From an optimization exercise on the open Yosys and OpenROAD flow, aimed at small area, a short achievable clock period and few clock cycles; shortcuts taken in it are not production practice.
No functional check of the RTL was part of any run shown here.
Power is estimated from default activity; no workload was simulated.

--- design/flow/config.mk ---
export PLATFORM = sky130hd
export DESIGN_NAME = jtlvi_core
export DESIGN_NICKNAME = jtlvi_core
export VERILOG_FILES = /design/flow/design.v
export SDC_FILE = /design/flow/constraint.sdc
export NUM_CORES = 8
export LEC_CHECK = 0
export CAP_MARGIN = 20
export CORE_MARGIN = 2
export CORE_UTILIZATION = 28
export PLACE_DENSITY = 0.45
export SLEW_MARGIN = 20
--- design/flow/constraint.sdc ---
create_clock -name core_clock -period 14.0 [get_ports {clk}]
set_input_delay 2.8000 -clock core_clock [delete_from_list [all_inputs] [get_ports {clk}]]
set_output_delay 2.8000 -clock core_clock [all_outputs]
set_load 0.01 [all_outputs]
--- design/flow/design.v ---
module jtlvi_core (
  input             clk,
  input             rst,         
  input             bus_valid,
  input             bus_we,
  input      [7:0]  bus_addr,
  input      [31:0] bus_wdata,
  output reg        rsp_valid,
  output reg [31:0] rsp_rdata,
  output reg        rsp_err,
  output            irq
);
  localparam [31:0] ID_VALUE  = 32'hD40E0100;
  localparam [5:0] R_ID = 6'h00, R_PARAM = 6'h01, R_CTRL = 6'h02, R_STATUS = 6'h03,
                   R_CMD = 6'h04, R_ERRCODE = 6'h05, R_ERRINFO0 = 6'h06,
                   R_ERRINFO1 = 6'h07, R_ERRINFO2 = 6'h08, R_ACC = 6'h09,
                   R_CKFEED = 6'h0A, R_MEMADDR = 6'h0B, R_MEMDATA8 = 6'h0C,
                   R_MEMDATA32 = 6'h0D, R_RESULT0 = 6'h18, R_RESULT1 = 6'h19,
                   R_RESULT2 = 6'h1A;
  localparam [5:0] E_BAD_COMMAND = 6'h01, E_BOUNDS = 6'h02, E_OVERLAP = 6'h03,
                   E_TAG_RANGE = 6'h10, E_TAG_RESERVED = 6'h11, E_VALUE_LENGTH = 6'h12,
                   E_VALUE_BOUNDS = 6'h13, E_VALUE_OVERLAP = 6'h14, E_OVERFLOW = 6'h15,
                   E_DEC_SHORT = 6'h20, E_DEC_MAGIC = 6'h21, E_DEC_CHECKSUM = 6'h22,
                   E_DEC_TRUNC_HEADER = 6'h23, E_DEC_TRUNC_VALUE = 6'h24,
                   E_DEC_CAPACITY = 6'h25;
  localparam [3:0] S_IDLE = 4'd0, S_DISP = 4'd1, S_CS = 4'd2, S_DCK = 4'd3,
                   S_DCHK = 4'd4, S_DP0 = 4'd5, S_DP0W = 4'd6, S_DP1W = 4'd7,
                   S_DW0 = 4'd8, S_DW1 = 4'd9, S_DW2 = 4'd10, S_EV = 4'd11,
                   S_ESZ = 4'd12, S_EM = 4'd13;
  localparam [3:0] I_HDR = 4'd0, I_D0 = 4'd1, I_D1 = 4'd2, I_D2 = 4'd3, I_V0 = 4'd4,
                   I_V = 4'd5, I_SCAN = 4'd6, I_SNOP = 4'd7, I_SD0 = 4'd8,
                   I_SD1 = 4'd9, I_SV0 = 4'd10, I_SV1 = 4'd11, I_TAIL = 4'd12,
                   I_NX = 4'd13, I_STOP = 4'd14;
  localparam [3:0] K_NONE = 4'd0, K_HDR = 4'd1, K_VADDR = 4'd2, K_VLEN = 4'd3,
                   K_TAG = 4'd4, K_VAL = 4'd5, K_SCAN = 4'd6, K_TRL = 4'd7,
                   K_PAT = 4'd8, K_ZPAD = 4'd9, K_CKW = 4'd10;
  function [15:0] cstep(input [15:0] a, input [7:0] b);
    cstep = {a[0], a[15:1]} + {8'd0, b};
  endfunction
  reg        ctrl_ie;
  reg        st_busy, st_done, st_busyacc, st_rangeacc;
  reg [31:0] cmd_r;
  reg [5:0]  errcode;
  reg [31:0] x0, x1, x2;
  reg [15:0] acc;
  reg [31:0] mem_addr;
  reg [31:0] a0, a1, a2, a3, a4, a5, a6;
  assign irq = ctrl_ie & st_done;
  wire [7:0] opc = cmd_r[7:0];
  wire       f0  = cmd_r[8];
  wire       f1  = cmd_r[9];
  wire       rsv_ok = (cmd_r[31:10] == 22'd0);
  reg        pf_v;
  reg [7:0]  pf_b;
  wire [15:0] acc_eff = pf_v ? cstep(acc, pf_b) : acc;
  reg        hw_v, hw_4;
  reg [7:0]  hw_a;
  reg [31:0] hw_d;
  reg [7:0] mem0 [0:63];
  reg [7:0] mem1 [0:63];
  reg [7:0] mem2 [0:63];
  reg [7:0] mem3 [0:63];
  reg  [3:0]  state;
  reg  [7:0]  ra;           
  reg  [31:0] rd;           
  wire [7:0]  pa  = st_busy ? ra : mem_addr[7:0];
  wire [5:0]  pw  = pa[7:2];
  wire [5:0]  pw1 = pa[7:2] + 6'd1;
  wire [5:0]  ix0 = (pa[1:0] == 2'd0) ? pw : pw1;
  wire [5:0]  ix1 = (pa[1:0] <= 2'd1) ? pw : pw1;
  wire [5:0]  ix2 = (pa[1:0] <= 2'd2) ? pw : pw1;
  reg  [7:0]  ld0, ld1, ld2, ld3;
  integer e;
  always @* begin
    ld0 = 8'd0; ld1 = 8'd0; ld2 = 8'd0; ld3 = 8'd0;
    for (e = 0; e < 64; e = e + 1) begin
      if (ix0 == e) ld0 = ld0 | mem0[e];
      if (ix1 == e) ld1 = ld1 | mem1[e];
      if (ix2 == e) ld2 = ld2 | mem2[e];
      if (pw  == e) ld3 = ld3 | mem3[e];
    end
  end
  reg [31:0] win;
  always @* begin
    case (pa[1:0])
      2'd0: win = {ld0, ld1, ld2, ld3};
      2'd1: win = {ld1, ld2, ld3, ld0};
      2'd2: win = {ld2, ld3, ld0, ld1};
      default: win = {ld3, ld0, ld1, ld2};
    endcase
  end
  reg  [7:0]  wp_a;
  reg  [31:0] wp_d;
  reg  [2:0]  wp_n;
  wire [5:0]  ww  = wp_a[7:2];
  wire [5:0]  ww1 = wp_a[7:2] + 6'd1;
  reg  [7:0]  lwd [0:3];
  reg  [3:0]  lwe;
  reg  [5:0]  lwa [0:3];
  integer L;
  reg [1:0] bi;
  always @* begin
    for (L = 0; L < 4; L = L + 1) begin
      bi = L[1:0] - wp_a[1:0];            
      lwe[L] = ({1'b0, bi} < wp_n);
      lwa[L] = (L[1:0] < wp_a[1:0]) ? ww1 : ww;
      case (bi)
        2'd0: lwd[L] = wp_d[31:24];
        2'd1: lwd[L] = wp_d[23:16];
        2'd2: lwd[L] = wp_d[15:8];
        default: lwd[L] = wp_d[7:0];
      endcase
    end
  end
  always @(posedge clk) begin
    if (lwe[0]) mem0[lwa[0]] <= lwd[0];
    if (lwe[1]) mem1[lwa[1]] <= lwd[1];
    if (lwe[2]) mem2[lwa[2]] <= lwd[2];
    if (lwe[3]) mem3[lwa[3]] <= lwd[3];
  end
  wire [5:0] widx    = bus_addr[7:2];
  wire       aligned = (bus_addr[1:0] == 2'b00);
  wire       mapped  = (widx <= R_MEMDATA32) || (widx >= 6'h10 && widx <= 6'h16) ||
                       (widx >= R_RESULT0 && widx <= R_RESULT2);
  wire h_ok = bus_valid && aligned && mapped && !rst;
  wire h_wr = h_ok && bus_we;
  wire h_rd = h_ok && !bus_we;
  wire ma_hi0  = (mem_addr[31:8] == 24'd0);
  wire m8_inr  = ma_hi0;
  wire m32_inr = ma_hi0 && !(mem_addr[7:2] == 6'h3F && mem_addr[1:0] != 2'd0);
  wire srst = h_wr && (widx == R_CTRL) && bus_wdata[1];
  wire errz = (errcode == 6'd0);
  reg [31:0] rdata;
  always @* begin
    rdata = 32'd0;
    case (widx)
      R_ID:        rdata = ID_VALUE;
      R_PARAM:     rdata = 32'd8;
      R_CTRL:      rdata = {31'd0, ctrl_ie};
      R_STATUS:    rdata = {27'd0, st_rangeacc, st_busyacc, !errz, st_done, st_busy};
      R_CMD:       rdata = cmd_r;
      R_ERRCODE:   rdata = {26'd0, errcode};
      R_ERRINFO0:  rdata = errz ? 32'd0 : x0;
      R_ERRINFO1:  rdata = errz ? 32'd0 : x1;
      R_ERRINFO2:  rdata = errz ? 32'd0 : x2;
      R_ACC:       rdata = {16'd0, acc_eff};
      R_MEMADDR:   rdata = mem_addr;
      R_MEMDATA8:  rdata = (!st_busy && m8_inr)  ? {24'd0, win[31:24]} : 32'd0;
      R_MEMDATA32: rdata = (!st_busy && m32_inr) ? win : 32'd0;
      6'h10:       rdata = a0;
      6'h11:       rdata = a1;
      6'h12:       rdata = a2;
      6'h13:       rdata = a3;
      6'h14:       rdata = a4;
      6'h15:       rdata = a5;
      6'h16:       rdata = a6;
      R_RESULT0:   rdata = (errz && !st_busy) ? x0 : 32'd0;
      R_RESULT1:   rdata = (errz && !st_busy) ? x1 : 32'd0;
      R_RESULT2:   rdata = (errz && !st_busy) ? x2 : 32'd0;
      default:     rdata = 32'd0;
    endcase
  end
  always @(posedge clk) begin
    if (rst) begin
      rsp_valid <= 1'b0;
      rsp_rdata <= 32'd0;
      rsp_err   <= 1'b0;
    end else begin
      rsp_valid <= bus_valid;
      rsp_err   <= bus_valid && !(aligned && mapped);
      rsp_rdata <= h_rd ? rdata : 32'd0;
    end
  end
  function le256(input [31:0] v);
    le256 = (v[31:9] == 23'd0) && !(v[8] && (v[7:0] != 8'd0));
  endfunction
  function inb(input [31:0] b, input lz, input lle, input [8:0] l9);
    inb = lz || (le256(b) && lle && ({1'b0, b[8:0]} + {1'b0, l9} <= 10'd256));
  endfunction
  function ovl(input [8:0] b1, input lz1, input [8:0] l1, input [8:0] b2, input lz2, input [8:0] l2);
    ovl = !lz1 && !lz2 && ({1'b0, b1} < {1'b0, b2} + {1'b0, l2}) &&
          ({1'b0, b2} < {1'b0, b1} + {1'b0, l1});
  endfunction
  wire a1z = (a1 == 32'd0), a3z = (a3 == 32'd0), a6z = (a6 == 32'd0);
  wire a1t_le = (a1[31:5] == 27'd0) && (a1[4:0] <= 5'd21);
  wire a3t_le = (a3[31:5] == 27'd0) && (a3[4:0] <= 5'd21);
  wire [8:0] a1t = {a1[4:0], 3'b000} + {1'b0, a1[4:0], 2'b00};
  wire [8:0] a3t = {a3[4:0], 3'b000} + {1'b0, a3[4:0], 2'b00};
  wire inb_a0a1  = inb(a0, a1z, le256(a1), a1[8:0]);
  wire inb_a0t1  = inb(a0, a1z, a1t_le, a1t);
  wire inb_a2a3  = inb(a2, a3z, le256(a3), a3[8:0]);
  wire inb_a2t3  = inb(a2, a3z, a3t_le, a3t);
  wire inb_a5a6  = inb(a5, a6z, le256(a6), a6[8:0]);
  wire ovl_e1    = ovl(a0[8:0], a1z, a1t, a2[8:0], a3z, a3[8:0]);
  wire ovl_e2    = ovl(a5[8:0], a6z, a6[8:0], a2[8:0], a3z, a3[8:0]);
  wire ovl_d     = ovl(a0[8:0], a1z, a1[8:0], a2[8:0], a3z, a3t);
  wire [31:0] tx = (opc == 8'h02) ? a1 : a3;
  wire [32:0] t12s = {1'b0, tx[28:0], 3'b000} + {1'b0, tx[29:0], 2'b00};
  wire [31:0] t12 = ((tx[31:29] != 3'd0) || t12s[32]) ? 32'hFFFFFFFF : t12s[31:0];
  reg [15:0] ck;
  reg [8:0]  cnt;           
  reg        first;         
  reg [15:0] magic;
  reg [8:0]  off;           
  reg [8:0]  hp;            
  reg [5:0]  jrec;
  reg [8:0]  hlen;
  reg [4:0]  eidx;
  reg [1:0]  wc;
  reg [12:0] elen;
  reg        vlz, vlle;
  reg [8:0]  vl9;
  reg [3:0]  iph;
  reg [3:0]  rk, rkd;       
  reg [2:0]  rkn, rknd;     
  reg [7:0]  wa;
  reg [7:0]  dp;            
  reg [4:0]  rcnt;          
  reg [7:0]  va;            
  reg [7:0]  iva;           
  reg [8:0]  ivr;           
  reg [8:0]  vl;            
  reg [8:0]  crem;          
  reg [8:0]  prem;          
  reg [8:0]  epi;           
  reg        tflag;         
  reg [4:0]  si;
  reg [7:0]  sa;
  reg [4:0]  cs_idx;
  reg [7:0]  cs_d;
  reg        found, have_last;
  reg [20:0] best, last;
  reg [7:0]  bd;
  reg  [31:0] ck_d;
  reg  [2:0]  ck_n;
  wire [15:0] cs1 = cstep(ck,  ck_d[31:24]);
  wire [15:0] cs2 = cstep(cs1, ck_d[23:16]);
  wire [15:0] cs3 = cstep(cs2, ck_d[15:8]);
  wire [15:0] cs4 = cstep(cs3, ck_d[7:0]);
  wire [15:0] ck_nx = (ck_n == 3'd0) ? ck : (ck_n == 3'd1) ? cs1 :
                      (ck_n == 3'd2) ? cs2 : (ck_n == 3'd3) ? cs3 : cs4;
  wire [2:0]  sn = (cnt >= 9'd4) ? 3'd4 : cnt[2:0];
  wire        slast = (cnt <= 9'd4);
  wire [2:0]  vn = (crem >= 9'd4) ? 3'd4 : crem[2:0];
  wire [15:0] rtag = rd[15:0];
  wire [20:0] skey = {rd[15:0], cs_idx};
  wire        scond = (!have_last || skey > last) && (!found || skey < best);
  wire [20:0] best_nx = scond ? skey : best;
  wire [7:0]  bd_nx   = scond ? cs_d : bd;
  reg  [31:0] em_d;
  reg  [2:0]  em_n;
  always @* begin
    em_d = 32'd0;
    em_n = 3'd0;
    case (rkd)
      K_HDR:  begin em_d = 32'hD40E0000; em_n = 3'd4; end
      K_TAG:  begin em_d = {rtag, 7'd0, vl}; em_n = 3'd4; end
      K_VLEN: if (f0) begin em_d = {best[20:5], 7'd0, rd[8:0]}; em_n = 3'd4; end
      K_VAL:  begin em_d = rd; em_n = vn; end
      K_TRL:  begin em_d = 32'hFFFF0000; em_n = 3'd4; end
      K_PAT:  begin
        em_n = rknd;
        if (a6[8:0] == 9'd1)      em_d = {4{rd[31:24]}};
        else if (a6[8:0] == 9'd2) em_d = {2{rd[31:16]}};
        else                      em_d = rd;
      end
      K_ZPAD: begin em_d = 32'd0; em_n = rknd; end
      default: ;
    endcase
  end
  wire [8:0] a6m = a6[8:0] - epi;
  wire [2:0] pcap = (a6z || a6[8:0] == 9'd1 || a6[8:0] == 9'd2 || a6[8:0] == 9'd4) ? 3'd4 :
                    (a6[8:0] == 9'd3) ? 3'd3 :
                    (a6m >= 9'd4) ? 3'd4 : a6m[2:0];
  wire [2:0] pn = (prem < {6'd0, pcap}) ? prem[2:0] : pcap;
  always @* begin
    wp_a = wa;
    wp_d = 32'd0;
    wp_n = 3'd0;
    ck_d = 32'd0;
    ck_n = 3'd0;
    if (hw_v) begin
      wp_a = hw_a;
      wp_d = hw_4 ? hw_d : {hw_d[7:0], 24'd0};
      wp_n = hw_4 ? 3'd4 : 3'd1;
    end else if (!rst && !srst) begin
      case (state)
        S_DW0: begin wp_d = {16'd0, rd[31:16]}; wp_n = 3'd4; end
        S_DW1: begin wp_d = {23'd0, hlen}; wp_n = 3'd4; end
        S_DW2: begin wp_d = {23'd0, hp}; wp_n = 3'd4; end
        S_EM: begin
          if (rkd == K_CKW) begin
            wp_a = a2[7:0] + 8'd2;
            wp_d = {ck, 16'd0};
            wp_n = 3'd2;
          end else begin
            wp_d = em_d;
            wp_n = em_n;
          end
        end
        default: ;
      endcase
    end
    case (state)
      S_CS:  begin ck_d = rd; ck_n = sn; end
      S_DCK: begin ck_d = first ? {rd[31:16], 16'd0} : rd; ck_n = sn; end
      S_EM:  begin ck_d = em_d; ck_n = (rkd == K_CKW) ? 3'd0 : em_n; end
      default: ;
    endcase
  end
  wire        a4nz  = (a4 != 32'd0);
  wire        a4big = (a4[31:13] != 19'd0);
  wire        lt1   = a4big || (elen < a4[12:0]);
  wire        enc_t = f1 || (a4nz && lt1);
  wire [12:0] enc_m = elen + (enc_t ? 13'd4 : 13'd0);
  wire        usep  = a4nz && (a4big || (enc_m < a4[12:0]));
  wire [31:0] enc_tot = usep ? a4 : {19'd0, enc_m};
  wire [8:0]  enc_p = usep ? (a4[8:0] - enc_m[8:0]) : 9'd0;
  wire [8:0]  drem  = a1[8:0] - off;             
  wire        d_end = ({23'd0, off} >= a1);
  wire        d_th  = (drem < 9'd4);
  wire [15:0] d_tag = rd[31:16];
  wire [15:0] d_len = rd[15:0];
  wire [8:0]  drem4 = drem - 9'd4;
  wire        d_tv  = ({7'd0, drem4} < d_len);
  wire        d_cap = (a3 == {26'd0, x0[5:0]});
  wire        v_lz   = (rd == 32'd0);
  wire        v_lle  = le256(rd);
  always @(posedge clk) begin
    hw_v <= 1'b0;
    if (rst || srst) begin
      ctrl_ie     <= 1'b0;
      st_busy     <= 1'b0;
      st_done     <= 1'b0;
      st_busyacc  <= 1'b0;
      st_rangeacc <= 1'b0;
      cmd_r       <= 32'd0;
      errcode     <= 6'd0;
      x0 <= 32'd0; x1 <= 32'd0; x2 <= 32'd0;
      acc         <= 16'd0;
      pf_v        <= 1'b0;
      mem_addr    <= 32'd0;
      a0 <= 32'd0; a1 <= 32'd0; a2 <= 32'd0; a3 <= 32'd0;
      a4 <= 32'd0; a5 <= 32'd0; a6 <= 32'd0;
      state       <= S_IDLE;
    end else begin
      if (pf_v) acc <= cstep(acc, pf_b);
      pf_v <= 1'b0;
      if (h_wr) begin
        case (widx)
          R_CTRL:   ctrl_ie <= bus_wdata[0];
          R_STATUS: begin
            if (bus_wdata[1]) st_done     <= 1'b0;
            if (bus_wdata[3]) st_busyacc  <= 1'b0;
            if (bus_wdata[4]) st_rangeacc <= 1'b0;
          end
          R_CMD, R_ACC, R_CKFEED, R_MEMADDR, R_MEMDATA8, R_MEMDATA32,
          6'h10, 6'h11, 6'h12, 6'h13, 6'h14, 6'h15, 6'h16: begin
            if (st_busy) begin
              st_busyacc <= 1'b1;
            end else begin
              case (widx)
                R_CMD: begin
                  cmd_r   <= bus_wdata;
                  st_done <= 1'b0;
                  errcode <= 6'd0;
                  x0 <= 32'd0; x1 <= 32'd0; x2 <= 32'd0;
                  st_busy <= 1'b1;
                  state   <= S_DISP;
                  ra      <= a0[7:0];
                end
                R_ACC:     acc <= bus_wdata[15:0];
                R_CKFEED:  begin pf_v <= 1'b1; pf_b <= bus_wdata[7:0]; end
                R_MEMADDR: mem_addr <= bus_wdata;
                R_MEMDATA8: begin
                  if (m8_inr) begin
                    mem_addr <= {23'd0, mem_addr[8:0] + 9'd1};
                    hw_v <= 1'b1; hw_4 <= 1'b0; hw_a <= mem_addr[7:0]; hw_d <= bus_wdata;
                  end else st_rangeacc <= 1'b1;
                end
                R_MEMDATA32: begin
                  if (m32_inr) begin
                    mem_addr <= {23'd0, mem_addr[8:0] + 9'd4};
                    hw_v <= 1'b1; hw_4 <= 1'b1; hw_a <= mem_addr[7:0]; hw_d <= bus_wdata;
                  end else st_rangeacc <= 1'b1;
                end
                6'h10: a0 <= bus_wdata;
                6'h11: a1 <= bus_wdata;
                6'h12: a2 <= bus_wdata;
                6'h13: a3 <= bus_wdata;
                6'h14: a4 <= bus_wdata;
                6'h15: a5 <= bus_wdata;
                default: a6 <= bus_wdata;
              endcase
            end
          end
          default: ;
        endcase
      end
      if (h_rd && (widx == R_MEMDATA8 || widx == R_MEMDATA32)) begin
        if (st_busy)
          st_busyacc <= 1'b1;
        else if (widx == R_MEMDATA8) begin
          if (m8_inr) mem_addr <= {23'd0, mem_addr[8:0] + 9'd1};
          else        st_rangeacc <= 1'b1;
        end else begin
          if (m32_inr) mem_addr <= {23'd0, mem_addr[8:0] + 9'd4};
          else         st_rangeacc <= 1'b1;
        end
      end
      rd  <= win;
      rkd <= rk;
      rknd <= rkn;
      ck  <= ck_nx;
      wa  <= wa + {5'd0, wp_n};
      case (state)
        S_IDLE: ;
        S_DISP: begin
          if (opc == 8'h01 && rsv_ok && !f1) begin
            if (!inb_a0a1)
              fail(E_BOUNDS, 32'd1, a0, a1);
            else begin
              ck    <= f0 ? acc : 16'd0;
              cnt   <= a1[8:0];
              ra    <= ra + 8'd4;
              if (a1z) begin
                acc <= f0 ? acc : 16'd0;
                x0  <= f0 ? {16'd0, acc} : 32'd0;
                finish();
              end else
                state <= S_CS;
            end
          end else if (opc == 8'h02 && rsv_ok) begin
            if (!inb_a0t1)
              fail(E_BOUNDS, 32'd2, a0, t12);
            else if (!inb_a2a3)
              fail(E_BOUNDS, 32'd3, a2, a3);
            else if (!inb_a5a6)
              fail(E_BOUNDS, 32'd4, a5, a6);
            else if (ovl_e1)
              fail(E_OVERLAP, 32'd2, 32'd3, 32'd0);
            else if (ovl_e2)
              fail(E_OVERLAP, 32'd4, 32'd3, 32'd0);
            else begin
              eidx  <= 5'd0;
              wc    <= 2'd0;
              elen  <= 13'd4;
              ra    <= ra + 8'd4;
              state <= a1z ? S_ESZ : S_EV;
            end
          end else if (opc == 8'h03 && rsv_ok && !f0 && !f1) begin
            if (!inb_a0a1)
              fail(E_BOUNDS, 32'd6, a0, a1);
            else if (!inb_a2t3)
              fail(E_BOUNDS, 32'd7, a2, t12);
            else if (ovl_d)
              fail(E_OVERLAP, 32'd6, 32'd7, 32'd0);
            else if (a1 < 32'd4)
              fail(E_DEC_SHORT, a1, 32'd0, 32'd0);
            else begin
              ck    <= 16'd0;
              cnt   <= a1[8:0];
              first <= 1'b1;
              ra    <= ra + 8'd4;
              state <= S_DCK;
            end
          end else begin
            fail(E_BAD_COMMAND, cmd_r, 32'd0, 32'd0);
          end
        end
        S_CS: begin
          cnt <= cnt - {6'd0, sn};
          ra  <= ra + 8'd4;
          if (slast) begin
            acc <= ck_nx;
            x0  <= {16'd0, ck_nx};
            x1  <= a1;
            finish();
          end
        end
        S_DCK: begin
          first <= 1'b0;
          if (first) begin
            magic <= rd[31:16];
            x2    <= {16'd0, rd[15:0]};           
          end
          cnt <= cnt - {6'd0, sn};
          if (slast) begin
            ra    <= a0[7:0] + 8'd4;
            state <= S_DCHK;
          end else
            ra <= ra + 8'd4;
        end
        S_DCHK: begin
          if (magic != 16'hD40E)
            fail(E_DEC_MAGIC, 32'd0, {16'd0, magic}, 32'h0000D40E);
          else if (ck != x2[15:0])
            fail(E_DEC_CHECKSUM, 32'd0, {16'd0, ck}, x2);
          else begin
            off   <= 9'd4;
            hp    <= a0[8:0] + 9'd8;
            x0    <= 32'd0;                       
            state <= S_DP0;
          end
        end
        S_DP0: begin
          if (d_end)
            end_pass0(1'b0);
          else if (d_th)
            fail(E_DEC_TRUNC_HEADER, {23'd0, off}, {23'd0, drem}, 32'd0);
          else if (d_tag == 16'hFFFF)
            end_pass0(1'b1);
          else if (d_tv)
            fail(E_DEC_TRUNC_VALUE, {23'd0, off}, {16'd0, d_tag}, {16'd0, d_len});
          else if (d_cap)
            fail(E_DEC_CAPACITY, {23'd0, off}, a3, 32'd0);
          else begin
            x0    <= x0 + 32'd1;
            off   <= off + 9'd4 + d_len[8:0];
            ra    <= hp[7:0] + d_len[7:0];
            hp    <= hp + 9'd4 + d_len[8:0];
            state <= S_DP0W;
          end
        end
        S_DP0W: state <= S_DP0;
        S_DP1W: state <= S_DW0;
        S_DW0: begin
          hlen  <= d_len[8:0];
          ra    <= hp[7:0] + d_len[7:0];
          state <= S_DW1;
        end
        S_DW1: state <= S_DW2;
        S_DW2: begin
          hp   <= hp + 9'd4 + hlen;
          jrec <= jrec + 6'd1;
          if (jrec + 6'd1 == x0[5:0]) begin
            acc <= ck;
            finish();
          end
          else
            state <= S_DW0;
        end
        S_EV: begin
          ra <= ra + 8'd4;
          wc <= (wc == 2'd2) ? 2'd0 : wc + 2'd1;
          case (wc)
            2'd0: begin
              if (rd[31:16] != 16'd0)
                fail(E_TAG_RANGE, {27'd0, eidx}, rd, 32'd0);
              else if (rd[15:0] == 16'hFFFF)
                fail(E_TAG_RESERVED, {27'd0, eidx}, rd, 32'd0);
              else
                x1 <= rd;
            end
            2'd1: begin
              if (rd[31:16] != 16'd0)
                fail(E_VALUE_LENGTH, {27'd0, eidx}, x1, rd);
              else begin
                vlz  <= v_lz;
                vlle <= v_lle;
                vl9  <= rd[8:0];
              end
            end
            default: begin
              if (!inb(rd, vlz, vlle, vl9))
                fail(E_VALUE_BOUNDS, {27'd0, eidx}, x1, rd);
              else if (ovl(rd[8:0], vlz, vl9, a2[8:0], a3z, a3[8:0]))
                fail(E_VALUE_OVERLAP, {27'd0, eidx}, x1, rd);
              else begin
                elen <= elen + 13'd4 + {4'd0, vl9};
                eidx <= eidx + 5'd1;
                if ({27'd0, eidx} + 32'd1 == a1) state <= S_ESZ;
              end
            end
          endcase
        end
        S_ESZ: begin
          if (enc_tot > a3)
            fail(E_OVERFLOW, 32'd0, enc_tot, a3);
          else begin
            x0    <= enc_tot;
            x1    <= {23'd0, enc_p};
            x2    <= {30'd0, enc_t & !f1, enc_t};
            ck    <= 16'd0;
            wa    <= a2[7:0];
            iph   <= I_HDR;
            rk    <= K_NONE;
            rkd   <= K_NONE;
            rcnt  <= 5'd0;
            dp    <= a0[7:0];
            have_last <= 1'b0;
            tflag <= enc_t;
            si    <= 5'd0;
            sa    <= a0[7:0];
            prem  <= enc_p;
            epi   <= 9'd0;
            state <= S_EM;
          end
        end
        S_EM: begin
          case (rkd)
            K_VADDR: va <= rd[7:0];
            K_VLEN: begin
              vl <= rd[8:0];
              if (f0) crem <= rd[8:0];
            end
            K_TAG:  crem <= vl;
            K_VAL:  crem <= crem - {6'd0, vn};
            K_SCAN: begin
              if (scond) begin
                best  <= skey;
                bd    <= cs_d;
                found <= 1'b1;
              end
            end
            K_CKW: begin
              acc <= ck;
              finish();
            end
            default: ;
          endcase
          if (rkd == K_SCAN) begin
            cs_idx <= cs_idx + 5'd1;
            cs_d   <= cs_d + 8'd12;
          end else begin
            cs_idx <= 5'd0;
            cs_d   <= a0[7:0];
            found  <= 1'b0;
          end
          rk  <= K_NONE;
          rkn <= 3'd0;
          case (iph)
            I_HDR: begin
              rk  <= K_HDR;
              iph <= a1z ? I_TAIL : f0 ? I_SCAN : I_D0;
            end
            I_D0: begin ra <= dp + 8'd8; rk <= K_VADDR; iph <= I_D1; end
            I_D1: begin ra <= dp + 8'd4; rk <= K_VLEN;  iph <= I_D2; end
            I_D2: begin ra <= dp;        rk <= K_TAG;   iph <= I_V0; end
            I_V0: begin
              if (rd[8:0] != 9'd0) begin
                ra  <= va;
                rk  <= K_VAL;
                iva <= va + 8'd4;
                ivr <= rd[8:0] - 9'd4;
                iph <= (rd[8:0] > 9'd4) ? I_V : I_NX;
              end else
                start_next();
            end
            I_V: begin
              ra  <= iva;
              rk  <= K_VAL;
              iva <= iva + 8'd4;
              ivr <= ivr - 9'd4;
              if (ivr <= 9'd4) iph <= I_NX;
            end
            I_NX: start_next();
            I_SCAN: begin
              ra <= sa;
              rk <= K_SCAN;
              sa <= sa + 8'd12;
              si <= si + 5'd1;
              if ({27'd0, si} + 32'd1 == a1) iph <= I_SNOP;
            end
            I_SNOP: iph <= I_SD0;
            I_SD0: begin
              ra <= bd_nx + 8'd8;
              rk <= K_VADDR;
              last <= best_nx;
              have_last <= 1'b1;
              iph <= I_SD1;
            end
            I_SD1: begin ra <= bd + 8'd4; rk <= K_VLEN; iph <= I_SV0; end
            I_SV0: begin
              ra  <= rd[7:0];
              rk  <= K_VAL;
              iva <= rd[7:0] + 8'd4;
              iph <= I_SV1;
            end
            I_SV1: begin
              if (rd[8:0] > 9'd4) begin
                ra  <= iva;
                rk  <= K_VAL;
                iva <= iva + 8'd4;
                ivr <= rd[8:0] - 9'd8;
                iph <= (rd[8:0] > 9'd8) ? I_V : I_NX;
              end else
                start_next();
            end
            I_TAIL: tail_issue();
            default: ;
          endcase
        end
        default: state <= S_IDLE;
      endcase
    end
  end
  task fail(input [5:0] code, input [31:0] i0, input [31:0] i1, input [31:0] i2);
    begin
      errcode <= code;
      x0      <= i0;
      x1      <= i1;
      x2      <= i2;
      st_busy <= 1'b0;
      st_done <= 1'b1;
      state   <= S_IDLE;
    end
  endtask
  task finish;
    begin
      st_busy <= 1'b0;
      st_done <= 1'b1;
      state   <= S_IDLE;
    end
  endtask
  task end_pass0(input s);
    begin
      x1 <= {23'd0, off};
      x2 <= {31'd0, s};
      if (x0[5:0] == 6'd0) begin
        acc <= ck;
        finish();
      end else begin
        hp    <= a0[8:0] + 9'd8;
        ra    <= a0[7:0] + 8'd4;
        jrec  <= 6'd0;
        wa    <= a2[7:0];
        state <= S_DP1W;
      end
    end
  endtask
  task start_next;
    begin
      if ({27'd0, rcnt} + 32'd1 == a1) begin
        iph <= I_TAIL;
        tail_issue();
      end else begin
        rcnt <= rcnt + 5'd1;
        if (f0) begin
          ra  <= a0[7:0];
          rk  <= K_SCAN;
          sa  <= a0[7:0] + 8'd12;
          si  <= 5'd1;
          iph <= I_SCAN;
        end else begin
          ra  <= dp + 8'd20;
          rk  <= K_VADDR;
          dp  <= dp + 8'd12;
          iph <= I_D1;
        end
      end
    end
  endtask
  task tail_issue;
    begin
      if (tflag) begin
        rk    <= K_TRL;
        tflag <= 1'b0;
      end else if (prem == 9'd0) begin
        rk  <= K_CKW;
        iph <= I_STOP;
      end else begin
        rk   <= a6z ? K_ZPAD : K_PAT;
        ra   <= a5[7:0] + epi[7:0];
        rkn  <= pn;
        prem <= prem - {6'd0, pn};
        if (a6[8:0] > 9'd4)
          epi <= (epi + {6'd0, pn} == a6[8:0]) ? 9'd0 : epi + {6'd0, pn};
      end
    end
  endtask
endmodule
--- design/flow/run.sh ---
#!/bin/bash
# synth_recipe.tcl (not shown) runs the flow's synth.tcl, then flattens the netlist and writes it again
# the make line also repeats each setting of config.mk as NAME=value (left out here)
make -C /OpenROAD-flow-scripts/flow DESIGN_CONFIG=/design/flow/config.mk WORK_HOME=/design/flow/orfs CLKGATE_MAP_FILE= SYNTH_SCRIPT=/design/flow/synth_recipe.tcl finish
==> results of run 1 <==
## flip-flops by register name, summed over array words and instances, names as in the netlist, 16 cells and up
| signal | cells |
|---|---|
| a0 | 32 |
| a1 | 32 |
| a2 | 32 |
| a3 | 32 |
| a4 | 32 |
| a5 | 32 |
| a6 | 32 |
| acc | 16 |
| best | 21 |
| ck | 16 |
| cmd_r | 32 |
| hw_d | 32 |
| last | 21 |
| magic | 16 |
| mem0 | 512 |
| mem1 | 512 |
| mem2 | 512 |
| mem3 | 512 |
| mem_addr | 32 |
| rd | 32 |
| rsp_rdata | 32 |
| x0 | 32 |
| x1 | 32 |
| x2 | 32 |
## area by class of cell
class	count	area share, %
clock buffers	413	5.009
inverters	311	0.6659
repair buffers	837	3.764
multi-input cells	10290	37.75
well taps	7208	5.123
diodes	133	0.1890
flip-flops and latches	2873	46.44
clock inverters	179	1.054
## stage by stage
stage / setup WS [ns] / cell area, µm² / hold WS, ns / total power [mW]
6_report: 3.829 / 176000 / 0.4187 / 18.91
4_1_cts: 4.093 / 175400 / 0.4191 / 18.90
3_5_place_dp: 3.616 / 164800 / 0.4045 / 10.11
3_3_place_gp: 3.730 / 164600 / 0.4134 / 10.11
2_1_floorplan: 5.206 / 151900 / 0.4003 / 9.736
5_1_grt: 3.337 / 175800 / 0.4448 / 19.22
## kinds of logic (layout without fill, tap and decap cells)
family,Yosys count,count (layout),share of synthesized area (%)
AOI/OAI and AO/OA,4637,4637,20.73
muxes,325,325,2.233
buffers and inverters,1389,1740,3.522
adders and majority gates,482,482,4.122
DFF,2873,2873,53.83
and+or+nand+nor,4472,4472,13.41
other,1,135,0.002469
xor gates and xnor gates,367,367,2.150
## where the power goes
| part | switching [mW] | internal [mW] | leakage [nW] |
|---|---|---|---|
| clock network | 3.94 | 5.00 | 5.20 |
| logic | 0.537 | 0.121 | 27.1 |
| registers | 0.0256 | 9.28 | 24.8 |
## layout by cell type (no fill, tap or decap), types with 219 or more instances in the layout
cell type  instances
edfxtp_1        2422
nand2_1         1661
a21oi_1         1160
nor2_1          1085
o21ai_0          780
buf_4            736
a22oi_1          512
nand3_1          455
dfxtp_1          448
ha_1             446
clkbuf_16        337
inv_1            304
nor3_1           256
xnor2_1          229
a221oi_1         224
mux2i_1          219
## how the worst max path moves through the flow
stage,to,slack [ns]
global placement,mem3[34][3],3.73
CTS,tflag,4.09
floorplan,mem2[0][7],5.21
detailed placement,mem3[42][7],3.62
finish,tflag,3.83
global route,x1[14],3.34
## metal layers
metal,vias to the layer above,share of wire (%)
li1,56420,-
met1,71130,39
met2,11420,40
met3,2679,13
met4,96,7.5
met5,-,0.079
## worst register-to-register path, delay by kind of cell (launching register included)
kind	cells	cell delay (ns)
DFF	1	0.39
adders and majority gates	3	0.98
buffers and inverters	2	0.36
and+or+nand+nor	11	2.44
AOI/OAI and AO/OA	17	5.27
xor gates and xnor gates	1	0.31
==> flow_summary.json, run 1 <==
{
  "finalSetupViolCount": 0,
  "globalplace.congestion": 1.087,
  "crit_start": "a4[13]",
  "grt.overflow.total": 0,
  "cts-buffers-inserted": 330,
  "fill_cells": 54910,
  "critPathMaxFanout": 38,
  "placed_cells": 21500,
  "syn_area_per_cell_um2": 10.44,
  "syn2layout_area_growth_pct": 15.91,
  "syn_inst": 14550,
  "synth_seq_cells": 2873,
  "fp.dieW_um": 740.5,
  "ff_latch_area_mm2": 0.08176,
  "p_per_area_mw_per_mm2": 107.4,
  "min_to": "rknd[2]",
  "core_mm2": 0.5405,
  "ys_warn_count": 3,
  "ant_nets": 0,
  "cp_num_cells": 34,
  "clockBufferDepth": 4,
  "port_buffers": 78,
  "crit_family": "compound AO/OA/AOI/OAI gates",
  "synth.top_cell.area_share_pct": 47.89,
  "insertion_delay_ns": 1.09,
  "rr_startpoint": "a4[13]",
  "finalSetupTns_ns": 0,
  "fin_util_pct": 32.57,
  "yosys.cell_types.count": 113,
  "path_buf_inv": 2,
  "grt_use_met3_pct": 12.98,
  "min_period_over_period_pct": 72.65,
  "worstSetupEndpointType": "flip-flop",
  "clk_pin_slew_ns": 0.07,
  "cts_tree": "done",
  "grt_use_total_pct": 32.54,
  "rsz0062_at_grt": "false",
  "wirelength_mm": 934.5,
  "worst_pin_slew_ns": 1.391,
  "synth.most_common_cell": "edfxtp_1",
  "reg2reg_to": "tflag",
  "avgRoutedWirePerCell_um": 42.02,
  "grt_max_degree": 154,
  "cts_setup_buffers": 0,
  "drt_iter0_drc": 25680,
  "fp.dieArea_mm2": 0.5483,
  "slowest_delay_ns": 0.81,
  "hold-path-cell-count": 0,
  "layout-drive-gt1-share_pct": 11.40,
  "yosysSeqAreaShare_pct": 53.83,
  "async_flop_share_pct": 0,
  "grt_first_pass_wirelength_mm": 1221,
  "drtPass1Iterations": 15,
  "grt_pass1_vias": 127800,
  "synth-main-ff-cell": "edfxtp_1",
  "min_period_ns": 10.17,
  "crit_slowest_cell": "a21oi_1",
  "cts.sink_count": 2873,
  "use_met1_pct": 41.61,
  "multi_input_area_mm2": 0.06646,
  "max-cap-violations": 0,
  "max_freq_ghz": 0.09832,
  "hpwl_mm": 664.3,
  "cp.arrival_ns": 10.85,
  "via_count": 141700,
  "vdd_drop_max_mv": 0.1055,
  "crit_type": "reg2reg",
  "yosysTopAreaCell": "edfxtp_1",
  "hold_class": "reg2reg",
  "vias_per_cell": 6.374,
  "drc_errors": 0,
  "fin_nets": 15160,
  "maxSlewHeadroom_pct": 7.240,
  "antenna_found_initial": 163,
  "use_met2_pct": 45.39,
  "rows": 270,
  "gr-max-usage-layer": "met2",
  "synth_edf_count": 2422,
  "required_ns": 14.68,
  "startpoint_type": "flip-flop",
  "root_buffer": "clkbuf_16",
  "ff2ff_path_depth": 34,
  "leakage_nw": 57.04,
  "htreeDepth": 5,
  "postCtsHoldBufs": 0,
  "ios": 79,
  "synth_commonest_cells": "edfxtp_1, nand2_1, a21oi_1",
  "start_util_pct": 28.10,
  "post_cts_resized": 0,
  "finalNonFillerCells": 22240,
  "fin_skew_ns": 0.1050,
  "rrSetupSlack_ns": 3.83,
  "synth_area_leaders": "edfxtp_1, dfxtp_1, nand2_1",
  "chipHeight_um": 740.5,
  "hold_viol_final": 0,
  "synth.cell_area_mm2": 0.1519,
  "status": "no timing/DRC/antenna violations",
  "min_from": "rkn[2]",
  "drv_slew": 0
}
==> run 2: changes to the inputs <==
--- a/design/flow/design.v
+++ b/design/flow/design.v
@@ -27,5 +27,5 @@
                    S_DCHK = 4'd4, S_DP0 = 4'd5, S_DP0W = 4'd6, S_DP1W = 4'd7,
                    S_DW0 = 4'd8, S_DW1 = 4'd9, S_DW2 = 4'd10, S_EV = 4'd11,
-                   S_ESZ = 4'd12, S_EM = 4'd13;
+                   S_ESZ1 = 4'd12, S_ESZ2 = 4'd13, S_EM = 4'd14, S_CSF = 4'd15;
   localparam [3:0] I_HDR = 4'd0, I_D0 = 4'd1, I_D1 = 4'd2, I_D2 = 4'd3, I_V0 = 4'd4,
                    I_V = 4'd5, I_SCAN = 4'd6, I_SNOP = 4'd7, I_SD0 = 4'd8,
@@ -53,5 +53,6 @@
   reg        pf_v;
   reg [7:0]  pf_b;
-  wire [15:0] acc_eff = pf_v ? cstep(acc, pf_b) : acc;
+  wire [15:0] acc_fed = cstep(acc, pf_b);
+  wire [15:0] acc_eff = pf_v ? acc_fed : acc;
   reg        hw_v, hw_4;
   reg [7:0]  hw_a;
@@ -62,9 +63,8 @@
   reg [7:0] mem3 [0:63];
   reg  [3:0]  state;
-  reg  [7:0]  ra;           
-  reg  [31:0] rd;           
-  wire [7:0]  pa  = st_busy ? ra : mem_addr[7:0];
+  reg  [7:0]  pa;
+  reg  [5:0]  pw1;           
+  reg  [31:0] rd;            
   wire [5:0]  pw  = pa[7:2];
-  wire [5:0]  pw1 = pa[7:2] + 6'd1;
   wire [5:0]  ix0 = (pa[1:0] == 2'd0) ? pw : pw1;
   wire [5:0]  ix1 = (pa[1:0] <= 2'd1) ? pw : pw1;
@@ -187,13 +187,17 @@
   wire [8:0] a1t = {a1[4:0], 3'b000} + {1'b0, a1[4:0], 2'b00};
   wire [8:0] a3t = {a3[4:0], 3'b000} + {1'b0, a3[4:0], 2'b00};
-  wire inb_a0a1  = inb(a0, a1z, le256(a1), a1[8:0]);
-  wire inb_a0t1  = inb(a0, a1z, a1t_le, a1t);
-  wire inb_a2a3  = inb(a2, a3z, le256(a3), a3[8:0]);
-  wire inb_a2t3  = inb(a2, a3z, a3t_le, a3t);
-  wire inb_a5a6  = inb(a5, a6z, le256(a6), a6[8:0]);
-  wire ovl_e1    = ovl(a0[8:0], a1z, a1t, a2[8:0], a3z, a3[8:0]);
-  wire ovl_e2    = ovl(a5[8:0], a6z, a6[8:0], a2[8:0], a3z, a3[8:0]);
-  wire ovl_d     = ovl(a0[8:0], a1z, a1[8:0], a2[8:0], a3z, a3t);
-  wire [31:0] tx = (opc == 8'h02) ? a1 : a3;
+  reg c_a0a1, c_a0t1, c_a2a3, c_a2t3, c_a5a6, c_oe1, c_oe2, c_od, c_lt4;
+  always @(posedge clk) begin
+    c_a0a1 <= !inb(a0, a1z, le256(a1), a1[8:0]);
+    c_a0t1 <= !inb(a0, a1z, a1t_le, a1t);
+    c_a2a3 <= !inb(a2, a3z, le256(a3), a3[8:0]);
+    c_a2t3 <= !inb(a2, a3z, a3t_le, a3t);
+    c_a5a6 <= !inb(a5, a6z, le256(a6), a6[8:0]);
+    c_oe1  <= ovl(a0[8:0], a1z, a1t, a2[8:0], a3z, a3[8:0]);
+    c_oe2  <= ovl(a5[8:0], a6z, a6[8:0], a2[8:0], a3z, a3[8:0]);
+    c_od   <= ovl(a0[8:0], a1z, a1[8:0], a2[8:0], a3z, a3t);
+    c_lt4  <= (a1 < 32'd4);
+  end
+  wire [31:0] tx = opc[0] ? a3 : a1;
   wire [32:0] t12s = {1'b0, tx[28:0], 3'b000} + {1'b0, tx[29:0], 2'b00};
   wire [31:0] t12 = ((tx[31:29] != 3'd0) || t12s[32]) ? 32'hFFFFFFFF : t12s[31:0];
@@ -201,14 +205,14 @@
   reg [8:0]  cnt;           
   reg        first;         
-  reg [15:0] magic;
   reg [8:0]  off;           
   reg [8:0]  hp;            
   reg [5:0]  jrec;
   reg [8:0]  hlen;
-  reg [4:0]  eidx;
   reg [1:0]  wc;
   reg [12:0] elen;
   reg        vlz, vlle;
   reg [8:0]  vl9;
+  reg        et;            
+  reg [12:0] em;            
   reg [3:0]  iph;
   reg [3:0]  rk, rkd;       
@@ -225,4 +229,7 @@
   reg [8:0]  epi;           
   reg        tflag;         
+  reg [31:0] ew_d;          
+  reg [2:0]  ew_n;
+  reg        ew_ckw;
   reg [4:0]  si;
   reg [7:0]  sa;
@@ -243,5 +250,4 @@
   wire        slast = (cnt <= 9'd4);
   wire [2:0]  vn = (crem >= 9'd4) ? 3'd4 : crem[2:0];
-  wire [15:0] rtag = rd[15:0];
   wire [20:0] skey = {rd[15:0], cs_idx};
   wire        scond = (!have_last || skey > last) && (!found || skey < best);
@@ -255,5 +261,5 @@
     case (rkd)
       K_HDR:  begin em_d = 32'hD40E0000; em_n = 3'd4; end
-      K_TAG:  begin em_d = {rtag, 7'd0, vl}; em_n = 3'd4; end
+      K_TAG:  begin em_d = {rd[15:0], 7'd0, vl}; em_n = 3'd4; end
       K_VLEN: if (f0) begin em_d = {best[20:5], 7'd0, rd[8:0]}; em_n = 3'd4; end
       K_VAL:  begin em_d = rd; em_n = vn; end
@@ -284,5 +290,5 @@
       wp_d = hw_4 ? hw_d : {hw_d[7:0], 24'd0};
       wp_n = hw_4 ? 3'd4 : 3'd1;
-    end else if (!rst && !srst) begin
+    end else begin
       case (state)
         S_DW0: begin wp_d = {16'd0, rd[31:16]}; wp_n = 3'd4; end
@@ -290,11 +296,11 @@
         S_DW2: begin wp_d = {23'd0, hp}; wp_n = 3'd4; end
         S_EM: begin
-          if (rkd == K_CKW) begin
+          if (ew_ckw) begin
             wp_a = a2[7:0] + 8'd2;
             wp_d = {ck, 16'd0};
             wp_n = 3'd2;
           end else begin
-            wp_d = em_d;
-            wp_n = em_n;
+            wp_d = ew_d;
+            wp_n = ew_n;
           end
         end
@@ -305,5 +311,5 @@
       S_CS:  begin ck_d = rd; ck_n = sn; end
       S_DCK: begin ck_d = first ? {rd[31:16], 16'd0} : rd; ck_n = sn; end
-      S_EM:  begin ck_d = em_d; ck_n = (rkd == K_CKW) ? 3'd0 : em_n; end
+      S_EM:  begin ck_d = ew_d; ck_n = ew_ckw ? 3'd0 : ew_n; end
       default: ;
     endcase
@@ -311,12 +317,11 @@
   wire        a4nz  = (a4 != 32'd0);
   wire        a4big = (a4[31:13] != 19'd0);
-  wire        lt1   = a4big || (elen < a4[12:0]);
-  wire        enc_t = f1 || (a4nz && lt1);
-  wire [12:0] enc_m = elen + (enc_t ? 13'd4 : 13'd0);
-  wire        usep  = a4nz && (a4big || (enc_m < a4[12:0]));
-  wire [31:0] enc_tot = usep ? a4 : {19'd0, enc_m};
-  wire [8:0]  enc_p = usep ? (a4[8:0] - enc_m[8:0]) : 9'd0;
+  wire        enc_t = f1 || (a4nz && (a4big || (elen < a4[12:0])));
+  wire        usep  = a4nz && (a4big || (em < a4[12:0]));
+  wire [31:0] enc_tot = usep ? a4 : {19'd0, em};
+  wire        enc_ovf = usep ? (a4 > a3) : ({19'd0, em} > a3);
+  wire [8:0]  enc_p = usep ? (a4[8:0] - em[8:0]) : 9'd0;
   wire [8:0]  drem  = a1[8:0] - off;             
-  wire        d_end = ({23'd0, off} >= a1);
+  wire        d_end = (off >= a1[8:0]);          
   wire        d_th  = (drem < 9'd4);
   wire [15:0] d_tag = rd[31:16];
@@ -327,5 +332,7 @@
   wire        v_lz   = (rd == 32'd0);
   wire        v_lle  = le256(rd);
+  reg [7:0] pa_n;           
   always @(posedge clk) begin
+    pa_n = pa;
     hw_v <= 1'b0;
     if (rst || srst) begin
@@ -344,6 +351,7 @@
       a4 <= 32'd0; a5 <= 32'd0; a6 <= 32'd0;
       state       <= S_IDLE;
+      pa_n        = 8'd0;
     end else begin
-      if (pf_v) acc <= cstep(acc, pf_b);
+      if (pf_v) acc <= acc_fed;
       pf_v <= 1'b0;
       if (h_wr) begin
@@ -368,12 +376,16 @@
                   st_busy <= 1'b1;
                   state   <= S_DISP;
-                  ra      <= a0[7:0];
+                  pa_n    = a0[7:0];
                 end
                 R_ACC:     acc <= bus_wdata[15:0];
                 R_CKFEED:  begin pf_v <= 1'b1; pf_b <= bus_wdata[7:0]; end
-                R_MEMADDR: mem_addr <= bus_wdata;
+                R_MEMADDR: begin
+                  mem_addr <= bus_wdata;
+                  pa_n = bus_wdata[7:0];
+                end
                 R_MEMDATA8: begin
                   if (m8_inr) begin
                     mem_addr <= {23'd0, mem_addr[8:0] + 9'd1};
+                    pa_n = mem_addr[7:0] + 8'd1;
                     hw_v <= 1'b1; hw_4 <= 1'b0; hw_a <= mem_addr[7:0]; hw_d <= bus_wdata;
                   end else st_rangeacc <= 1'b1;
@@ -382,4 +394,5 @@
                   if (m32_inr) begin
                     mem_addr <= {23'd0, mem_addr[8:0] + 9'd4};
+                    pa_n = mem_addr[7:0] + 8'd4;
                     hw_v <= 1'b1; hw_4 <= 1'b1; hw_a <= mem_addr[7:0]; hw_d <= bus_wdata;
                   end else st_rangeacc <= 1'b1;
@@ -402,26 +415,30 @@
           st_busyacc <= 1'b1;
         else if (widx == R_MEMDATA8) begin
-          if (m8_inr) mem_addr <= {23'd0, mem_addr[8:0] + 9'd1};
-          else        st_rangeacc <= 1'b1;
+          if (m8_inr) begin
+            mem_addr <= {23'd0, mem_addr[8:0] + 9'd1};
+            pa_n = mem_addr[7:0] + 8'd1;
+          end else st_rangeacc <= 1'b1;
         end else begin
-          if (m32_inr) mem_addr <= {23'd0, mem_addr[8:0] + 9'd4};
-          else         st_rangeacc <= 1'b1;
+          if (m32_inr) begin
+            mem_addr <= {23'd0, mem_addr[8:0] + 9'd4};
+            pa_n = mem_addr[7:0] + 8'd4;
+          end else st_rangeacc <= 1'b1;
         end
       end
-      rd  <= win;
-      rkd <= rk;
+      rd   <= win;
+      rkd  <= rk;
       rknd <= rkn;
-      ck  <= ck_nx;
-      wa  <= wa + {5'd0, wp_n};
+      ck   <= ck_nx;
+      wa   <= wa + {5'd0, wp_n};
       case (state)
         S_IDLE: ;
         S_DISP: begin
+          pa_n = pa + 8'd4;
           if (opc == 8'h01 && rsv_ok && !f1) begin
-            if (!inb_a0a1)
+            if (c_a0a1)
               fail(E_BOUNDS, 32'd1, a0, a1);
             else begin
-              ck    <= f0 ? acc : 16'd0;
-              cnt   <= a1[8:0];
-              ra    <= ra + 8'd4;
+              ck  <= f0 ? acc : 16'd0;
+              cnt <= a1[8:0];
               if (a1z) begin
                 acc <= f0 ? acc : 16'd0;
@@ -432,29 +449,27 @@
             end
           end else if (opc == 8'h02 && rsv_ok) begin
-            if (!inb_a0t1)
+            if (c_a0t1)
               fail(E_BOUNDS, 32'd2, a0, t12);
-            else if (!inb_a2a3)
+            else if (c_a2a3)
               fail(E_BOUNDS, 32'd3, a2, a3);
-            else if (!inb_a5a6)
+            else if (c_a5a6)
               fail(E_BOUNDS, 32'd4, a5, a6);
-            else if (ovl_e1)
+            else if (c_oe1)
               fail(E_OVERLAP, 32'd2, 32'd3, 32'd0);
-            else if (ovl_e2)
+            else if (c_oe2)
               fail(E_OVERLAP, 32'd4, 32'd3, 32'd0);
             else begin
-              eidx  <= 5'd0;
               wc    <= 2'd0;
               elen  <= 13'd4;
-              ra    <= ra + 8'd4;
-              state <= a1z ? S_ESZ : S_EV;
+              state <= a1z ? S_ESZ1 : S_EV;
             end
           end else if (opc == 8'h03 && rsv_ok && !f0 && !f1) begin
-            if (!inb_a0a1)
+            if (c_a0a1)
               fail(E_BOUNDS, 32'd6, a0, a1);
-            else if (!inb_a2t3)
+            else if (c_a2t3)
               fail(E_BOUNDS, 32'd7, a2, t12);
-            else if (ovl_d)
+            else if (c_od)
               fail(E_OVERLAP, 32'd6, 32'd7, 32'd0);
-            else if (a1 < 32'd4)
+            else if (c_lt4)
               fail(E_DEC_SHORT, a1, 32'd0, 32'd0);
             else begin
@@ -462,5 +477,4 @@
               cnt   <= a1[8:0];
               first <= 1'b1;
-              ra    <= ra + 8'd4;
               state <= S_DCK;
             end
@@ -470,29 +484,30 @@
         end
         S_CS: begin
-          cnt <= cnt - {6'd0, sn};
-          ra  <= ra + 8'd4;
-          if (slast) begin
-            acc <= ck_nx;
-            x0  <= {16'd0, ck_nx};
-            x1  <= a1;
-            finish();
-          end
+          cnt  <= cnt - {6'd0, sn};
+          pa_n = pa + 8'd4;
+          if (slast) state <= S_CSF;
+        end
+        S_CSF: begin
+          acc <= ck;
+          x0  <= {16'd0, ck};
+          x1  <= a1;
+          finish();
         end
         S_DCK: begin
           first <= 1'b0;
           if (first) begin
-            magic <= rd[31:16];
-            x2    <= {16'd0, rd[15:0]};           
+            x1 <= {16'd0, rd[31:16]};           
+            x2 <= {16'd0, rd[15:0]};            
           end
           cnt <= cnt - {6'd0, sn};
           if (slast) begin
-            ra    <= a0[7:0] + 8'd4;
+            pa_n = a0[7:0] + 8'd4;
             state <= S_DCHK;
           end else
-            ra <= ra + 8'd4;
+            pa_n = pa + 8'd4;
         end
         S_DCHK: begin
-          if (magic != 16'hD40E)
-            fail(E_DEC_MAGIC, 32'd0, {16'd0, magic}, 32'h0000D40E);
+          if (x1[15:0] != 16'hD40E)
+            fail(E_DEC_MAGIC, 32'd0, x1, 32'h0000D40E);
           else if (ck != x2[15:0])
             fail(E_DEC_CHECKSUM, 32'd0, {16'd0, ck}, x2);
@@ -518,5 +533,5 @@
             x0    <= x0 + 32'd1;
             off   <= off + 9'd4 + d_len[8:0];
-            ra    <= hp[7:0] + d_len[7:0];
+            pa_n  = hp[7:0] + d_len[7:0];
             hp    <= hp + 9'd4 + d_len[8:0];
             state <= S_DP0W;
@@ -527,5 +542,5 @@
         S_DW0: begin
           hlen  <= d_len[8:0];
-          ra    <= hp[7:0] + d_len[7:0];
+          pa_n  = hp[7:0] + d_len[7:0];
           state <= S_DW1;
         end
@@ -537,49 +552,50 @@
             acc <= ck;
             finish();
-          end
-          else
+          end else
             state <= S_DW0;
         end
         S_EV: begin
-          ra <= ra + 8'd4;
+          pa_n = pa + 8'd4;
           wc <= (wc == 2'd2) ? 2'd0 : wc + 2'd1;
           case (wc)
             2'd0: begin
+              x1 <= rd;
               if (rd[31:16] != 16'd0)
-                fail(E_TAG_RANGE, {27'd0, eidx}, rd, 32'd0);
+                fail(E_TAG_RANGE, x0, rd, 32'd0);
               else if (rd[15:0] == 16'hFFFF)
-                fail(E_TAG_RESERVED, {27'd0, eidx}, rd, 32'd0);
-              else
-                x1 <= rd;
+                fail(E_TAG_RESERVED, x0, rd, 32'd0);
             end
             2'd1: begin
+              vlz  <= v_lz;
+              vlle <= v_lle;
+              vl9  <= rd[8:0];
               if (rd[31:16] != 16'd0)
-                fail(E_VALUE_LENGTH, {27'd0, eidx}, x1, rd);
-              else begin
-                vlz  <= v_lz;
-                vlle <= v_lle;
-                vl9  <= rd[8:0];
-              end
+                fail(E_VALUE_LENGTH, x0, x1, rd);
             end
             default: begin
               if (!inb(rd, vlz, vlle, vl9))
-                fail(E_VALUE_BOUNDS, {27'd0, eidx}, x1, rd);
+                fail(E_VALUE_BOUNDS, x0, x1, rd);
               else if (ovl(rd[8:0], vlz, vl9, a2[8:0], a3z, a3[8:0]))
-                fail(E_VALUE_OVERLAP, {27'd0, eidx}, x1, rd);
+                fail(E_VALUE_OVERLAP, x0, x1, rd);
               else begin
                 elen <= elen + 13'd4 + {4'd0, vl9};
-                eidx <= eidx + 5'd1;
-                if ({27'd0, eidx} + 32'd1 == a1) state <= S_ESZ;
+                x0   <= x0 + 32'd1;
+                if (x0[4:0] + 5'd1 == a1[4:0]) state <= S_ESZ1;
               end
             end
           endcase
         end
-        S_ESZ: begin
-          if (enc_tot > a3)
+        S_ESZ1: begin
+          et    <= enc_t;
+          em    <= elen + (enc_t ? 13'd4 : 13'd0);
+          state <= S_ESZ2;
+        end
+        S_ESZ2: begin
+          if (enc_ovf)
             fail(E_OVERFLOW, 32'd0, enc_tot, a3);
           else begin
             x0    <= enc_tot;
             x1    <= {23'd0, enc_p};
-            x2    <= {30'd0, enc_t & !f1, enc_t};
+            x2    <= {30'd0, et & !f1, et};
             ck    <= 16'd0;
             wa    <= a2[7:0];
@@ -587,12 +603,14 @@
             rk    <= K_NONE;
             rkd   <= K_NONE;
+            ew_n  <= 3'd0;
+            ew_ckw <= 1'b0;
             rcnt  <= 5'd0;
             dp    <= a0[7:0];
             have_last <= 1'b0;
-            tflag <= enc_t;
-            si    <= 5'd0;
-            sa    <= a0[7:0];
+            tflag <= et;
             prem  <= enc_p;
             epi   <= 9'd0;
+            si    <= 5'd0;
+            sa    <= a0[7:0];
             state <= S_EM;
           end
@@ -614,10 +632,13 @@
               end
             end
-            K_CKW: begin
-              acc <= ck;
-              finish();
-            end
             default: ;
           endcase
+          ew_d   <= em_d;
+          ew_n   <= em_n;
+          ew_ckw <= (rkd == K_CKW);
+          if (ew_ckw) begin
+            acc <= ck;
+            finish();
+          end
           if (rkd == K_SCAN) begin
             cs_idx <= cs_idx + 5'd1;
@@ -635,10 +656,10 @@
               iph <= a1z ? I_TAIL : f0 ? I_SCAN : I_D0;
             end
-            I_D0: begin ra <= dp + 8'd8; rk <= K_VADDR; iph <= I_D1; end
-            I_D1: begin ra <= dp + 8'd4; rk <= K_VLEN;  iph <= I_D2; end
-            I_D2: begin ra <= dp;        rk <= K_TAG;   iph <= I_V0; end
+            I_D0: begin pa_n = dp + 8'd8; rk <= K_VADDR; iph <= I_D1; end
+            I_D1: begin pa_n = dp + 8'd4; rk <= K_VLEN;  iph <= I_D2; end
+            I_D2: begin pa_n = dp;        rk <= K_TAG;   iph <= I_V0; end
             I_V0: begin
               if (rd[8:0] != 9'd0) begin
-                ra  <= va;
+                pa_n = va;
                 rk  <= K_VAL;
                 iva <= va + 8'd4;
@@ -649,5 +670,5 @@
             end
             I_V: begin
-              ra  <= iva;
+              pa_n = iva;
               rk  <= K_VAL;
               iva <= iva + 8'd4;
@@ -657,13 +678,13 @@
             I_NX: start_next();
             I_SCAN: begin
-              ra <= sa;
+              pa_n = sa;
               rk <= K_SCAN;
               sa <= sa + 8'd12;
               si <= si + 5'd1;
-              if ({27'd0, si} + 32'd1 == a1) iph <= I_SNOP;
+              if (si + 5'd1 == a1[4:0]) iph <= I_SNOP;
             end
             I_SNOP: iph <= I_SD0;
             I_SD0: begin
-              ra <= bd_nx + 8'd8;
+              pa_n = bd_nx + 8'd8;
               rk <= K_VADDR;
               last <= best_nx;
@@ -671,7 +692,7 @@
               iph <= I_SD1;
             end
-            I_SD1: begin ra <= bd + 8'd4; rk <= K_VLEN; iph <= I_SV0; end
+            I_SD1: begin pa_n = bd + 8'd4; rk <= K_VLEN; iph <= I_SV0; end
             I_SV0: begin
-              ra  <= rd[7:0];
+              pa_n = rd[7:0];
               rk  <= K_VAL;
               iva <= rd[7:0] + 8'd4;
@@ -680,5 +701,5 @@
             I_SV1: begin
               if (rd[8:0] > 9'd4) begin
-                ra  <= iva;
+                pa_n = iva;
                 rk  <= K_VAL;
                 iva <= iva + 8'd4;
@@ -695,4 +716,6 @@
       endcase
     end
+    pa  <= pa_n;
+    pw1 <= pa_n[7:2] + 6'd1;
   end
   task fail(input [5:0] code, input [31:0] i0, input [31:0] i1, input [31:0] i2);
@@ -702,7 +725,5 @@
       x1      <= i1;
       x2      <= i2;
-      st_busy <= 1'b0;
-      st_done <= 1'b1;
-      state   <= S_IDLE;
+      finish();
     end
   endtask
@@ -712,4 +733,5 @@
       st_done <= 1'b1;
       state   <= S_IDLE;
+      pa_n    = mem_addr[7:0];
     end
   endtask
@@ -723,5 +745,5 @@
       end else begin
         hp    <= a0[8:0] + 9'd8;
-        ra    <= a0[7:0] + 8'd4;
+        pa_n  = a0[7:0] + 8'd4;
         jrec  <= 6'd0;
         wa    <= a2[7:0];
@@ -732,5 +754,5 @@
   task start_next;
     begin
-      if ({27'd0, rcnt} + 32'd1 == a1) begin
+      if (rcnt + 5'd1 == a1[4:0]) begin
         iph <= I_TAIL;
         tail_issue();
@@ -738,5 +760,5 @@
         rcnt <= rcnt + 5'd1;
         if (f0) begin
-          ra  <= a0[7:0];
+          pa_n = a0[7:0];
           rk  <= K_SCAN;
           sa  <= a0[7:0] + 8'd12;
@@ -744,5 +766,5 @@
           iph <= I_SCAN;
         end else begin
-          ra  <= dp + 8'd20;
+          pa_n = dp + 8'd20;
           rk  <= K_VADDR;
           dp  <= dp + 8'd12;
@@ -762,5 +784,5 @@
       end else begin
         rk   <= a6z ? K_ZPAD : K_PAT;
-        ra   <= a5[7:0] + epi[7:0];
+        pa_n = a5[7:0] + epi[7:0];
         rkn  <= pn;
         prem <= prem - {6'd0, pn};
==> design/flow/flow/run.sh (new file) <==
#!/bin/bash
set -euo pipefail
bash standard.sh SETUP_SLACK_MARGIN=9 ABC_CLOCK_PERIOD_IN_PS=4500 finish > standard_flow.log 2>&1
==> design/flow/standard.sh (new file) <==
#!/bin/bash
# synth_recipe.tcl (not shown) runs the flow's synth.tcl, then flattens the netlist and writes it again
# the make line also repeats each setting of config.mk as NAME=value (left out here)
make -C /OpenROAD-flow-scripts/flow DESIGN_CONFIG=/design/flow/config.mk WORK_HOME=/design/flow/orfs CLKGATE_MAP_FILE= SYNTH_SCRIPT=/design/flow/synth_recipe.tcl "${@:-finish}"
removed: design/flow/run.sh
==> run 2 against run 1 <==
Effect of this change:
- still clean on timing, DRC and antenna
- hold slack improved by 0.0075 ns
- synthesized cell count down 2.3%
- combinational power is 13% lower
- worst setup slack better by 4.2 ns
- final cell count rose by 1.5%
- register-to-register slack better by 4.2 ns
- critical path depth is 13 lower
==> flow_summary.json, run 2 <==
{
  "status": "no timing/DRC/antenna violations",
  "cts-buffers-inserted": 338,
  "rsz0062_at_grt": "true",
  "hold_class": "reg2reg",
  "maxSlewHeadroom_pct": 9.593,
  "grt_pass1_vias": 129200,
  "globalplace.congestion": 1.023,
  "mostFrequentLayoutCells": "edfxtp_1, nand2_1, buf_4",
  "clockBufferDepth": 4,
  "rr_startpoint": "rd[18]",
  "fill_cells": 53920,
  "synth.most_common_cell": "edfxtp_1",
  "max-cap-violations": 0,
  "synth_adder_area_share_pct": 4.171,
  "syn2layout_area_growth_pct": 25.11,
  "reg2reg_to": "ck[15]",
  "layout-drive-gt1-share_pct": 21.07,
  "p_comb_share_pct": 3.0,
  "min_period_ns": 6.020,
  "whs_ns": 0.4262,
  "hold-path-cell-count": 0,
  "intPower_mw": 14.62,
  "cts.sink_count": 2917,
  "hpwl_mm": 617.4,
  "synth.mux.area_fraction_pct": 2.212,
  "syn_area_per_cell_um2": 10.66,
  "synth-main-ff-cell": "edfxtp_1",
  "placed_cells": 21370,
  "drv_slew": 0,
  "fin_nets": 15570,
  "port_buffers": 78,
  "start_util_pct": 28.07,
  "insertion_delay_ns": 1.06,
  "p_per_area_mw_per_mm2": 100.5,
  "antenna_found_initial": 97,
  "p_sw_mw": 4.434,
  "chipHeight_um": 739.7,
  "leakage_nw": 60.16,
  "drt_iter0_drc": 23810,
  "total_power_mw": 19.05,
  "sw_frac_of_total_pct": 23.28,
  "clkPwrFrac_pct": 47.9,
  "drc_errors": 0,
  "vdd_drop_max_mv": 0.1020,
  "fp.dieArea_mm2": 0.5472,
  "p_seq_share_pct": 49.1,
  "startpoint_type": "flip-flop",
  "crit_slowest_cell": "edfxtp_1",
  "clk_pin_slew_ns": 0.06,
  "crit_family": "compound AO/OA/AOI/OAI gates",
  "finalSetupViolCount": 0,
  "async_flop_share_pct": 0,
  "mostFrequentLayoutCell": "edfxtp_1",
  "finalNonFillerCells": 22580,
  "finalSetupTns_ns": 0,
  "slowest_delay_ns": 0.76,
  "required_ns": 14.71,
  "synth.top_cell.area_share_pct": 48.40,
  "worstSetupEndpointType": "flip-flop",
  "ff2ff_path_depth": 21,
  "avgRoutedWirePerCell_um": 40.02,
  "syn_inst": 14220,
  "critPathMaxFanout": 6,
  "wirelength_mm": 903.5,
  "synth_commonest_cells": "edfxtp_1, nand2_1, nor2_1",
  "root_buffer": "clkbuf_16",
  "drtPass1Iterations": 15,
  "synth_xor_area_share_pct": 2.184,
  "htreeDepth": 5,
  "synthSimpleGateAreaFrac_pct": 13.07,
  "fp.dieW_um": 739.7
}
run 2: cell families (layout without fill, tap and decap cells):
kind of cell	Yosys count	after routing
other	2	75
adder cells (fa/ha/maj)	487	487
multiplexers	314	315
flip-flops	2917	2917
AND/OR/NAND/NOR	4332	4338
AO/OA/AOI/OAI	4513	4514
buffers and inverters	1276	2351
XOR/XNOR	374	374
run 2: repair_timing:
item,CTS,global route
buffers inserted,365,138
gates resized for setup,1020,445
pin swaps,290,274
endpoints found under the hold margin,0,0
cloned,28,3
endpoints found under the setup margin,4980,2030
run 2: worst max-delay path by stage:
stage,endpoint,start,cells past startpoint
after floorplan,ck[8],state[2],28
after global placement,pw1[5],bus_addr[7],13
after detailed placement,pw1[5],bus_addr[7],13
after CTS,ck[8],state[3],29
after global routing,epi[3],epi[0],30
final,ck[15],rd[18],21
run 2: routing by layer:
metal | vias to the layer above | share of wire [%] | track usage (%)
met5 | - | 0.063 | 0.3581
met2 | 10900 | 41 | 45.18
met3 | 2608 | 13 | 10.14
met1 | 71940 | 39 | 40.83
met4 | 46 | 7.7 | 19.32
li1 | 56990 | - | -
run 2: through the flow:
| step | area, µm² | worst slack (ns) | utilization, % |
|---|---|---|---|
| after floorplan | 153300 | 8.268 | - |
| after global placement | 166400 | 5.873 | 30.82 |
| after detailed placement | 166500 | 5.730 | 30.85 |
| after CTS | 185900 | 8.241 | 34.44 |
| after global routing | 189500 | 7.945 | 35.10 |
| final | 189600 | 7.980 | 35.12 |
run 2: worst reg2reg max path, stage by stage (launching register included):
cell and delay (ns):
edfxtp_1 0.76, buf_4 0.48, inv_1 0.45, o21ai_1 0.42
ha_4 0.28, nor2b_2 0.16, o31a_1 0.35, o31a_1 0.33
a21oi_2 0.20, ha_4 0.26, a21o_1 0.22, o21ai_2 0.15
nand2b_1 0.10, a21o_4 0.24, xnor2_4 0.13, ha_4 0.31
buf_4 0.12, a21oi_4 0.06, buf_12 0.14, nor4_4 0.31
xnor2_2 0.19, a21boi_1 0.13
run 2: layout make-up:
type / instances / share of cell area [%]
timing repair inverter: 4 / 0.01650
multi-input combinational: 10030 / 37.81
sequential: 2917 / 43.72
timing repair buffer: 1425 / 7.162
antenna: 72 / 0.09502
inverter: 323 / 0.6810
clock inverter: 165 / 0.9601
tap: 7208 / 4.756
clock buffer: 434 / 4.793
run 2: power by group through the flow:
| stage | sequential [mW] | combinational, mW | clock [mW] |
|---|---|---|---|
| final | 9.35 | 0.574 | 9.13 |
| after global routing | 9.34 | 0.572 | 9.45 |
| after CTS | 9.35 | 0.522 | 9.16 |
| after detailed placement | 9.53 | 0.447 | 0 |
| after global placement | 9.53 | 0.445 | 0 |
| after floorplan | 9.53 | 0.207 | 0 |

==> afterwards: timing with drivers on the ports <==
The results above use ideal ports. As a check the final layouts listed here were re-extracted and re-timed, cells and wires unchanged. Step 1 sets driving cells, clkbuf_16 on the clock port and buf_2 on the other inputs (assumed; they add their load-dependent delay and slew). Step 2 moves the port delays by t, midway between the first and last clock arrival at a register: inputs arrive t later, outputs are due t later. That takes back most of the time a late clock gives input paths. Slacks: ideal ports / drivers / drivers and shift; pairs: ideal ports / drivers.
run	t (ns)	slack for setup (ns)	hold slack, ns	cell pins on the clock port's net
run 1	1.136	3.829 / 3.829 / 3.540	0.419 / 0.419 / 0.419	1
run 2	1.131	7.980 / 7.980 / 7.516	0.426 / 0.426 / 0.426	1
After both steps setup and hold are still met in every run listed. The setup slack of run 2, which loses most, moves by 0.000 ns with the drivers and by -0.464 ns with both steps.
